From an optimization exercise on the open Yosys and OpenROAD flow, aimed at small area, a short achievable clock period and few clock cycles; shortcuts taken in it are not production practice. In this exercise RTL edits were held to simulation tests only and were not proved equivalent to the original. Power and IR drop assume default switching activity.

==> flow/design.v (excerpt) <==
module tickdeb (
    input  wire         clk,
    input  wire         rst,              
    input  wire [31:0]  cfg_clk_hz,
    input  wire         cfg_policy,       
    input  wire         cfg_map,          
    input  wire         cfg_timer_model,  
    input  wire         cfg_preempt,      
    input  wire [4:0]   cfg_n,
    input  wire [3:0]   cfg_init_stage,
    input  wire [511:0] cfg_dur,          
    input  wire [31:0]  cfg_dur_rel,
    input  wire [31:0]  cfg_dur_held,
    input  wire         in_valid,
    input  wire [63:0]  in_word,
    output wire         in_ready,
    output reg          resp_valid,
    output reg  [1:0]   resp_status,      
    output reg  [31:0]  resp_data         
);
Size in the first run: about 340 flip-flops, roughly 720 I/O pins, ~24,000 sq um of cells after synthesis.
==> flow/config.mk <==
export PLATFORM = sky130hd
export DESIGN_NAME = tickdeb
export DESIGN_NICKNAME = tickdeb
export VERILOG_FILES = /design/flow/design.v
export SDC_FILE = /design/flow/constraint.sdc
export NUM_CORES = 4
export LEC_CHECK = 0
export CAP_MARGIN = 20
export CORE_MARGIN = 2
export CORE_UTILIZATION = 40
export CTS_CLUSTER_DIAMETER = 110
export CTS_CLUSTER_SIZE = 28
export SLEW_MARGIN = 20
==> flow/constraint.sdc <==
create_clock -name core_clock -period 80.0 [get_ports {clk}]
set_input_delay 16.0000 -clock core_clock [delete_from_list [all_inputs] [get_ports {clk}]]
set_output_delay 16.0000 -clock core_clock [all_outputs]
set_load 0.01 [all_outputs]
standard.sh (not shown) runs the stock make flow with config.mk's settings and CLKGATE_MAP_FILE= SYNTH_SCRIPT=/design/flow/synth_recipe.tcl, a recipe that flattens the netlist after the stock synthesis.
==> flow/flow/run.sh <==
#!/bin/bash
set -euo pipefail
export BUFFER_PORTS_ARGS="-buffer_cell sky130_fd_sc_hd__buf_1"
bash standard.sh finish > standard_flow.log 2>&1
Testbench counts at the start, summed over its fixed seeds: cycles 48,653.
Then changed:
- CTS_CLUSTER_DIAMETER: 110 -> default
- CTS_CLUSTER_SIZE: 28 -> default
What happened: The changed run went through all stages and came out clean; clock power increases by about 80%; via count goes up by about 0.8%; global-route usage goes up by 0.33 points; setup slack got worse by 0.013 ns; worst hold slack got worse by 0.0078 ns; routed wire length climbs by 0.51%; first-iteration DRC count fell by 0.73%; sequential power barely changes; utilization increases by 1.4 points.

========
Setup of the baseline:
Another version of the RTL of tickdeb (not shown whole).
For scale: about 3,000 cells after synthesis, about 340 flip-flops, roughly 720 I/O pins, ~24,000 um2 of cells after synthesis.
==> flow/config.mk <==
export PLATFORM = sky130hd
export DESIGN_NAME = tickdeb
export DESIGN_NICKNAME = tickdeb
export VERILOG_FILES = /design/flow/design.v
export SDC_FILE = /design/flow/constraint.sdc
export NUM_CORES = 4
export LEC_CHECK = 0
export CAP_MARGIN = 20
export CORE_MARGIN = 2
export CORE_UTILIZATION = 40
export CTS_BUF_LIST = sky130_fd_sc_hd__clkbuf_4
export SLEW_MARGIN = 20
==> flow/constraint.sdc <==
create_clock -name core_clock -period 80.0 [get_ports {clk}]
set_input_delay 16.0000 -clock core_clock [delete_from_list [all_inputs] [get_ports {clk}]]
set_output_delay 16.0000 -clock core_clock [all_outputs]
set_load 0.01 [all_outputs]
Scripts as last shown in full above: flow/flow/run.sh
The baseline was carried through to the last stage, and its layout satisfied the timing, design-rule and antenna checks.
Testbench counts of the baseline, summed over its fixed seeds: cycles 49,229.
Relative to the baseline, the following input files were edited for the candidate:
# the baseline
export LEC_CHECK = 0
export CAP_MARGIN = 20
export CORE_MARGIN = 2
export CORE_UTILIZATION = 40
export CTS_BUF_LIST = sky130_fd_sc_hd__clkbuf_4
export SLEW_MARGIN = 20
create_clock -name core_clock -period 80.0 [get_ports {clk}]
# the candidate
export LEC_CHECK = 0
export CAP_MARGIN = 20
export CORE_MARGIN = 2
export CORE_UTILIZATION = 40
export SLEW_MARGIN = 20
create_clock -name core_clock -period 80.0 [get_ports {clk}]
==> notes.md <==
- Comparing the baseline and the candidate, the lower via density per instance is on the baseline.
- Compared the candidate vs the baseline, and clock network latency to the later pin of the worst-skew pair is down in the candidate.
- Compared with the baseline, the candidate shows length of the first detailed-routing pass in iterations higher by 1.
- Summary of the candidate over the baseline: fmax has increased; number of buffers other than clock buffers in the final layout stayed essentially flat; power rose by 5.9%; met3 track demand over resource up 0.55 points.

## afterwards: timing with drivers on the ports
No port has a modelled driver above. Below, the same layouts with a new extraction and two added sets of constraints. Step 1: set_driving_cell puts a clkbuf_16 on clk and a buf_2 on each other input, an assumption about the parent block. Step 2, shift: input delay + t, output delay - t, t = (earliest + latest rising clock arrival at the registers) / 2. This alone moves slack from input paths to output paths. Three values: ideal, step 1, step 2; two values: the first two.
run | t (ns) | setup WS [ns] | slew at the worst register clock pin (ns)
the first run of note 1 | 0.611 | 62.894 / 62.836 / 62.350 | 0.12 / 0.12
the second run of note 1 | 0.635 | 62.881 / 62.820 / 62.359 | 0.07 / 0.07
the baseline | 0.912 | 62.411 / 62.351 / 62.165 | 0.08 / 0.08
the candidate | 0.643 | 62.610 / 62.631 / 62.009 | 0.07 / 0.07
After both steps setup and hold are still met in every run listed. The setup slack of the candidate, which loses most, moves by +0.021 ns with the drivers and by -0.601 ns with both steps.
